This design comes from an exercise in tuning for small area, a short achievable clock period and few clock cycles per item on the open sky130 flow, not from production work. Function not checked in this run: the RTL went through the layout flow alone.

==> design.v <==
module hw2core_clz (
    input  wire [31:0] x,
    output wire [5:0]  n
);
    wire [31:0] v0 = x;
    wire        z16 = (v0[31:16] == 16'd0);
    wire [31:0] v1 = z16 ? {v0[15:0], 16'd0} : v0;
    wire        z8  = (v1[31:24] == 8'd0);
    wire [31:0] v2 = z8 ? {v1[23:0], 8'd0} : v1;
    wire        z4  = (v2[31:28] == 4'd0);
    wire [31:0] v3 = z4 ? {v2[27:0], 4'd0} : v2;
    wire        z2  = (v3[31:30] == 2'd0);
    wire [31:0] v4 = z2 ? {v3[29:0], 2'd0} : v3;
    wire        z1  = ~v4[31];
    assign n = (x == 32'd0) ? 6'd32 : {1'b0, z16, z8, z4, z2, z1};
endmodule
module hw2core_seed (
    input  wire [4:0]  idx,
    output reg  [15:0] val,
    output reg  [13:0] dlt
);
    always @(*) begin
        case (idx)
            5'd1: begin val = 16'd46341; dlt = 14'd13573; end
            5'd2: begin val = 16'd32768; dlt = 14'd9598; end
            5'd3: begin val = 16'd23170; dlt = 14'd6786; end
            5'd4: begin val = 16'd16384; dlt = 14'd4799; end
            5'd5: begin val = 16'd11585; dlt = 14'd3393; end
            5'd6: begin val = 16'd8192; dlt = 14'd2400; end
            5'd7: begin val = 16'd5792; dlt = 14'd1696; end
            5'd8: begin val = 16'd4096; dlt = 14'd1200; end
            5'd9: begin val = 16'd2896; dlt = 14'd848; end
            5'd10: begin val = 16'd2048; dlt = 14'd600; end
            5'd11: begin val = 16'd1448; dlt = 14'd424; end
            5'd12: begin val = 16'd1024; dlt = 14'd300; end
            5'd13: begin val = 16'd724; dlt = 14'd212; end
            5'd14: begin val = 16'd512; dlt = 14'd150; end
            5'd15: begin val = 16'd362; dlt = 14'd106; end
            5'd16: begin val = 16'd256; dlt = 14'd75; end
            5'd17: begin val = 16'd181; dlt = 14'd53; end
            5'd18: begin val = 16'd128; dlt = 14'd38; end
            5'd19: begin val = 16'd90; dlt = 14'd26; end
            5'd20: begin val = 16'd64; dlt = 14'd19; end
            5'd21: begin val = 16'd45; dlt = 14'd13; end
            5'd22: begin val = 16'd32; dlt = 14'd10; end
            5'd23: begin val = 16'd22; dlt = 14'd6; end
            5'd24: begin val = 16'd16; dlt = 14'd5; end
            5'd25: begin val = 16'd11; dlt = 14'd3; end
            5'd26: begin val = 16'd8; dlt = 14'd3; end
            5'd27: begin val = 16'd5; dlt = 14'd1; end
            5'd28: begin val = 16'd4; dlt = 14'd2; end
            5'd29: begin val = 16'd2; dlt = 14'd0; end
            5'd30: begin val = 16'd2; dlt = 14'd1; end
            5'd31: begin val = 16'd1; dlt = 14'd1; end
            default: begin val = 16'd0; dlt = 14'd0; end
        endcase
    end
endmodule
module hw2core (
    input  wire        clk,
    input  wire        rst,      
    input  wire        start,
    input  wire [2:0]  op,
    input  wire [31:0] a,
    input  wire [31:0] b,
    output wire        busy,
    output wire        done,
    output wire [31:0] r0,
    output wire [31:0] r1
);
    localparam integer DIV_K = 2;     
    localparam [2:0] OP_CLZ    = 3'd0;
    localparam [2:0] OP_MULW   = 3'd1;
    localparam [2:0] OP_MUL    = 3'd2;
    localparam [2:0] OP_DIVREM = 3'd3;
    localparam [2:0] OP_RSQRT  = 3'd4;
    localparam integer S_CLZ = 0, S_MUL1 = 1, S_MUL2 = 2, S_DSET = 3, S_DIV = 4,
                       S_RSET = 5, S_RINT = 6, S_NA = 7, S_NB = 8, S_NC = 9;
    reg        busy_q, done_q;
    reg [9:0]  st_q;
    reg        wide_q;             
    reg        iter_q;             
    reg [4:0]  cnt_q;              
    reg [31:0] x_q, b_q;           
    reg [31:0] r0_q, r1_q;
    assign busy = busy_q;
    assign done = done_q;
    assign r0   = r0_q;
    assign r1   = r1_q;
    wire [5:0] lza, lzb;
    hw2core_clz u_clza (.x(x_q), .n(lza));
    hw2core_clz u_clzb (.x(b_q), .n(lzb));
    wire [5:0]  dn      = lzb - lza;
    wire        sh_div  = st_q[S_DSET];
    wire [31:0] sh_in   = sh_div ? b_q : x_q;
    wire [4:0]  sh_amt  = sh_div ? dn[4:0] : lza[4:0];
    wire [31:0] sh_out  = sh_in << sh_amt;
    wire [15:0] seed;
    wire [13:0] dlt;
    hw2core_seed u_seed (.idx(~lza[4:0]), .val(seed), .dlt(dlt));
    wire        ma_x   = st_q[S_MUL1] | st_q[S_MUL2] | st_q[S_NA];
    wire        ma_nc  = st_q[S_NC];
    wire [31:0] ma     = ma_x  ? x_q :
                         ma_nc ? {15'd0, ~r1_q[16:0]} : r1_q;
    wire        mb_hi  = st_q[S_MUL2] | st_q[S_RINT];
    wire [15:0] mb     = mb_hi ? b_q[31:16] : b_q[15:0];
    wire [32:0] mc     = st_q[S_MUL2] ? {1'b0, r1_q} :
                         st_q[S_NB]   ? {r0_q[0] & b_q[0], 32'd0} :
                         st_q[S_NC]   ? {1'b0, b_q[15:0], b_q[15:0]} : 33'd0;
    wire [47:0] prod   = ma * mb + mc;
    wire [15:0] y1     = b_q[15:0] - prod[31:16];    
    wire [15:0] ynew   = prod[32:17];                
    reg [31:0] dv_rem, dv_d, dv_q;
    reg [32:0] dv_diff;
    integer k;
    always @(*) begin
        dv_rem = r1_q;
        dv_d   = b_q;
        dv_q   = r0_q;
        for (k = 0; k < DIV_K; k = k + 1) begin
            if (k == 0 || cnt_q >= k) begin
                dv_diff = {1'b0, dv_rem} - {1'b0, dv_d};
                if (!dv_diff[32]) dv_rem = dv_diff[31:0];
                dv_q = {dv_q[30:0], ~dv_diff[32]};
                dv_d = {1'b0, dv_d[31:1]};
            end
        end
    end
    wire dv_last = (cnt_q < DIV_K);
    always @(posedge clk) begin
        if (rst) begin
            busy_q <= 1'b0;
            done_q <= 1'b0;
            st_q   <= 10'd0;
        end else if (!busy_q) begin
            if (start && op <= OP_RSQRT) begin
                busy_q <= 1'b1;
                done_q <= 1'b0;
                st_q   <= 10'd0;
                case (op)
                    OP_CLZ:          st_q[S_CLZ]  <= 1'b1;
                    OP_MULW, OP_MUL: st_q[S_MUL1] <= 1'b1;
                    OP_DIVREM:       st_q[S_DSET] <= 1'b1;
                    default:         st_q[S_RSET] <= 1'b1;
                endcase
            end
        end else begin
            st_q <= 10'd0;
            case (1'b1)
                st_q[S_CLZ]: begin
                    busy_q <= 1'b0;
                    done_q <= 1'b1;
                end
                st_q[S_MUL1]: begin
                    if (b_q[31:16] == 16'd0) begin
                        busy_q <= 1'b0;
                        done_q <= 1'b1;
                    end else
                        st_q[S_MUL2] <= 1'b1;
                end
                st_q[S_MUL2]: begin
                    busy_q <= 1'b0;
                    done_q <= 1'b1;
                end
                st_q[S_DSET]: begin
                    if (b_q == 32'd0 || lzb < lza) begin
                        busy_q <= 1'b0;
                        done_q <= 1'b1;
                    end else
                        st_q[S_DIV] <= 1'b1;
                end
                st_q[S_DIV]: begin
                    if (dv_last) begin
                        busy_q <= 1'b0;
                        done_q <= 1'b1;
                    end else
                        st_q[S_DIV] <= 1'b1;
                end
                st_q[S_RSET]: begin
                    if (lza[5] || lza == 6'd31) begin
                        busy_q <= 1'b0;
                        done_q <= 1'b1;
                    end else
                        st_q[S_RINT] <= 1'b1;
                end
                st_q[S_RINT]: st_q[S_NA] <= 1'b1;
                st_q[S_NA]:   st_q[S_NB] <= 1'b1;
                st_q[S_NB]:   st_q[S_NC] <= 1'b1;
                st_q[S_NC]: begin
                    if (iter_q) begin
                        busy_q <= 1'b0;
                        done_q <= 1'b1;
                    end else
                        st_q[S_NA] <= 1'b1;
                end
                default: begin
                    busy_q <= 1'b0;
                    done_q <= 1'b1;
                end
            endcase
        end
    end
    always @(posedge clk) begin
        if (!busy_q) begin
            if (start) begin
                x_q    <= a;
                b_q    <= b;
                wide_q <= (op == OP_MULW);
            end
        end else begin
            case (1'b1)
                st_q[S_CLZ]: begin
                    r0_q <= {26'd0, lza};
                    r1_q <= 32'd0;
                end
                st_q[S_MUL1]: begin
                    r0_q <= prod[31:0];
                    if (b_q[31:16] == 16'd0)
                        r1_q <= wide_q ? {16'd0, prod[47:32]} : 32'd0;
                    else
                        r1_q <= prod[47:16];
                end
                st_q[S_MUL2]: begin
                    r0_q[31:16] <= prod[15:0];
                    r1_q        <= wide_q ? prod[47:16] : 32'd0;
                end
                st_q[S_DSET]: begin
                    r0_q  <= 32'd0;
                    r1_q  <= (b_q == 32'd0) ? 32'd0 : x_q;
                    b_q   <= sh_out;
                    cnt_q <= dn[4:0];
                end
                st_q[S_DIV]: begin
                    r0_q  <= dv_q;
                    r1_q  <= dv_rem;
                    b_q   <= dv_d;
                    cnt_q <= cnt_q - DIV_K;
                end
                st_q[S_RSET]: begin
                    r0_q   <= lza[5] ? 32'hFFFF_FFFF : 32'h0001_0000;
                    r1_q   <= lza[5] ? 32'd0 : {18'd0, dlt};
                    b_q    <= {sh_out[30:15], seed};
                    iter_q <= 1'b0;
                end
                st_q[S_RINT]: begin
                    b_q[15:0] <= y1;
                end
                st_q[S_NA]: begin
                    r1_q    <= prod[31:0];
                    r0_q[0] <= prod[32];
                end
                st_q[S_NB]: begin
                    r1_q <= {15'd0, prod[32:16]};
                end
                st_q[S_NC]: begin
                    b_q[15:0] <= ynew;
                    iter_q    <= 1'b1;
                    r0_q      <= {16'd0, ynew};
                    r1_q      <= 32'd0;
                end
                default: ;
            endcase
        end
    end
endmodule
==> run.sh <==
#!/bin/bash
# synth_recipe.tcl (not shown) runs the flow's synth.tcl, then flattens the netlist and writes it again
# the make line also repeats each setting of config.mk as NAME=value (left out here)
make -C /OpenROAD-flow-scripts/flow DESIGN_CONFIG=/design/flow/config.mk WORK_HOME=/design/flow/orfs CLKGATE_MAP_FILE= SYNTH_SCRIPT=/design/flow/synth_recipe.tcl finish
==> config.mk <==
export PLATFORM = sky130hd
export DESIGN_NAME = hw2core
export DESIGN_NICKNAME = hw2core
export VERILOG_FILES = /design/flow/design.v
export SDC_FILE = /design/flow/constraint.sdc
export NUM_CORES = 4
export LEC_CHECK = 0
export CAP_MARGIN = 20
export CORE_MARGIN = 2
export CORE_UTILIZATION = 40
export SLEW_MARGIN = 20
==> constraint.sdc <==
create_clock -name core_clock -period 10.0 [get_ports {clk}]
set_input_delay 2.0000 -clock core_clock [delete_from_list [all_inputs] [get_ports {clk}]]
set_output_delay 2.0000 -clock core_clock [all_outputs]
set_load 0.01 [all_outputs]
==> results.txt <==
----------------------------------------------------
[Run status]
  Result of the run ... complete, no violations

[Timing]
  Slew @ Worst Pin ... 1.15 ns
  Final Hold Violating Endpoints ... 0
  Final clock skew ... 0.0182 ns
  Timing-limited maximum frequency ... between 100 and 150 MHz
  Minimum clock period after layout ... 9.59 ns
  Minimum setup slack in the final design ... between 0.4 and 0.5 ns
  Final period utilization ... a little over nine tenths
  Count of final setup violators ... 0
  Number of pins exceeding their max-slew limit in the final report ... 0
  Max transition margin ... a little under a quarter

[Worst setup path]
  Maximum fanout count along the critical path ... 24
  CP dominant cell by count ... fa_1
  Register-to-register setup slack ... roughly 0.4 ns
  Reg-to-Reg End ... b_q[12]
  Reg-to-reg critical path startpoint ... st_q[1]
  Required time of the critical path ... between 10 and 15 ns
  Depth of the worst register-to-register path ... 31
  Worst setup EP type ... flop
  Slowest cell on the critical path ... o21ai_0
  Worst Setup Path Type ... reg -> reg
  Critical Path AT ... between 9 and 10 ns
  Largest stage delay, worst path ... a little under 0.8 ns
  Startpoint type of the worst setup path ... flop

[Final layout]
  Multi-input gate area in the final layout ... roughly 28000 sq um
  Final nets ... 5303
  Filler cells ... 8758
  Share of final-layout standard cells stronger than drive strength 1 ... under 10%
  Final cell utilization of the core ... 46.0%
  Combined flip-flop and latch cell area ... ~4300 sq um
  Synthesis-to-layout area growth ... 14.2%

[Placement]
  Worst Setup Slack post-DPL ... between 0.1 and 0.15 ns
  Number of port buffers ... approximately 140
  GP Congestion ... between 1 and 1.5
  Estimated wirelength of the detail-placed design ... roughly 130 mm

[Routing]
  Total vias in the final route ... 35800
  Aggregate routed wire length ... 170 mm
  Remaining number of nets flagged by the antenna check after routing ... 0
  DRC errors left ... 0
  Drt pass-1 iters ... 9
  Mean routed wirelength per cell ... slightly below 30 um
  DRC marker count from the first detailed-route iteration ... between 4000 and 5000
  Detail-routed via count per cell ... 6.24

[Yosys]
  Proportion of synthesized chip area in sequential cells ... 12.3%
  Post-synth ARST share ... 0%
  Post-Syn Area per Cell ... just under 8 sq um
  Cell area after synthesis ... 35000 sq um
  Area contributors post-synth ... fa_1 26%, edfxtp_1 12%, nand2_1 7.5%
  Number of enable flip-flop cells after synthesis ... around 140
  Number of distinct standard cells referenced by the synthesized netlist ... 97
  Largest area contributor in the netlist ... fa_1
  Synth top area share ... a little over a quarter
  Post-Syn Nets ... between 5000 and 6000
  Number of synthesized register bits ... about 150
  Count of mapped cells out of synthesis ... roughly 4400
  Post-synth top flop ... edfxtp_1
  Yosys Warn Count ... 2

[Clock tree]
  Cts bufs inserted ... 17
  Clock root buffer ... clkbuf_16
  H-tree level count ... 4
  TritonCTS clock tree ... built
  Max clock buf depth ... 2
  Clock latency at the later pin of the worst-skew pair ... 0.52 ns
  Clock transition at path regs ... about 0.080 ns
  Number of clock sinks ... around 150

[Floorplan]
  I/O pin total ... about 140
  Total number of placement rows ... approximately 110
  Die H ... 300 um
  Initial core utilization ... between 40% and 50%
  Floorplan core area ... ~87000 sq um
  Horiz. Die Dim ... between 200 and 300 um
  Die footprint ... about 90000 sq um

[Global route]
  Initial antenna violation count ... 9
  Wire length of the first global-routing pass ... approximately 240 mm
  All-layer global routing usage ... a little under two fifths
  Remaining Overflow, GRT ... 0
  Largest net degree at the start of global routing ... a little under 70
  Vias in the first global route ... around 34000

[Run]
  MaxCap Viol Count ... 0

[Worst hold path]
  Capture endpoint of the worst hold path ... done_q
  Worst min-delay path category ... reg -> reg
  Worst min-delay path startpoint ... done_q
  Depth of the worst hold-timing path ... 2

----------------------------------------------------
## registers in the layout, summed over array words and instances, names as in the netlist
signal	flops
st_q	10
iter_q	1
busy_q	1
wide_q	1
r0_q	32
cnt_q	5
b_q	32
x_q	32
done_q	1
r1_q	32
## critical path, delay by kind of cell (launching register included)
| kind | cells | cell delay, ns |
|---|---|---|
| buf+inv | 7 | 1.17 |
| fa+ha+maj | 7 | 3.61 |
| xor+xnor | 1 | 0.16 |
| compound gates | 9 | 2.73 |
| flops | 1 | 0.35 |
| simple gates | 7 | 1.23 |
## worst max-delay path by stage
stage,from,end,slack (ns),depth (start not counted)
4_1_cts,st_q[2],b_q[12],0.08,36
6_report,st_q[1],b_q[12],0.41,31
3_5_place_dp,st_q[2],b_q[12],0.11,36
3_3_place_gp,st_q[9],b_q[12],0.21,35
2_1_floorplan,st_q[2],b_q[14],0.51,37
5_1_grt,st_q[1],b_q[12],-0.06,37
## cell usage after synthesis (all sizes together) (12+ instances only)
cell    count
nand2     698
inv       552
fa        455
nor2      400
a21oi     259
o21ai     249
clkbuf    222
ha        204
edfxtp    135
xnor2      91
mux2i      86
nand3      75
a31oi      74
a22oi      70
a21o       66
a211oi     49
nor3       47
o211ai     40
and2       34
buf        34
o21a       31
nor2b      30
o211a      29
xor2       28
o31ai      26
o22ai      25
nand2b     24
a22o       21
mux2       21
nand3b     21
and3       19
nand4      18
nor4       17
or2        17
a221oi     16
o21bai     15
o31a       14
o221ai     13
or3        13
a21boi     12
dfxtp      12
## layout by cell type, fill, tap and decap left out, types with 16 or more instances in the layout
cell,instances
nand2_1,697
ha_1,201
o31ai_1,18
o211ai_1,40
clkbuf_16,19
o21ai_1,35
o211a_1,29
nand4_1,17
nor3_1,42
a211oi_1,48
xor2_1,28
nor2_1,394
mux2_2,17
mux2i_1,83
nor2b_1,30
xnor2_1,88
a31oi_1,72
a21oi_1,247
or2_2,16
a22oi_1,70
a21o_1,60
inv_1,549
nand3_1,74
a221oi_1,16
and3_1,19
nand3b_1,21
edfxtp_1,135
clkdlybuf4s50_1,135
fa_1,454
nand2b_1,24
o21ai_0,202
o22ai_1,25
o21a_1,31
and2_1,34
buf_4,259
a22o_1,21
## metrics by stage
stage	instances	instance area, sq um	setup TNS (ns)	hold WS [ns]
after floorplan	4404	35000	0	0.564
after detailed placement	5682	38800	0	0.595
after global routing	5742	39900	-0.0673	0.642
after CTS	5714	39400	0	0.607
after global placement	5682	38800	0	0.577
final	5745	39900	0	0.600
## final cells by class
type	instances	area share (%)
antenna	3	0.0188
clock buffer	17	1.07
clock inverter	15	0.593
inverter	557	5.24
multi-input combinational	3444	69.9
sequential	147	10.8
tap	1155	3.62
timing repair buffer	407	8.80
## cell families (layout without fill, tap and decap cells)
kind of cell / after synthesis / count (layout) / synth area share (%)
AO/OA/AOI/OAI: 1119 / 1119 / 21.4
buffers and inverters: 813 / 996 / 8.85
AND/OR/NAND/NOR: 1434 / 1434 / 17.7
adder cells (fa/ha/maj): 661 / 661 / 33.4
multiplexers: 111 / 111 / 3.40
XOR/XNOR: 119 / 119 / 2.98
flip-flops: 147 / 147 / 12.3
other: 0 / 3 / 0
## per-layer routing
metal / routed length (um) / global-route usage [%]
met1: 64700 / 48.1
met2: 72600 / 55.9
met3: 20800 / 11.2
met4: 11500 / 20.8
met5: 136 / 0.476
## what timing repair did
item	CTS	global route
setup buffers	0	26
hold buffers	0	0
endpoints found under the setup margin	0	14
resized for setup	0	54

## afterwards: timing with drivers on the ports
Ports are ideal in the flow. The routed layout listed here was re-timed in OpenROAD.
Step 1: set_driving_cell puts a clkbuf_16 on clk and a buf_2 on each other input, an assumption about the parent block.
Step 2 times the ports against the registers' clock, not the clock port: input delays grow and output delays shrink by t, the midpoint of the rising clock arrivals with the driver on.
Slacks: ideal / step 1 / step 2; pairs: ideal / step 1.
t, ns: 0.575
setup WS [ns]: 0.407 / 0.407 / 0.407
worst hold slack (ns): 0.600 / 0.600 / 0.600
worst register clock-pin slew, ns: 0.08 / 0.08
After both steps setup and hold are still met in this run. The setup slack of this run moves by 0.000 ns with the drivers and by 0.000 ns with both steps.
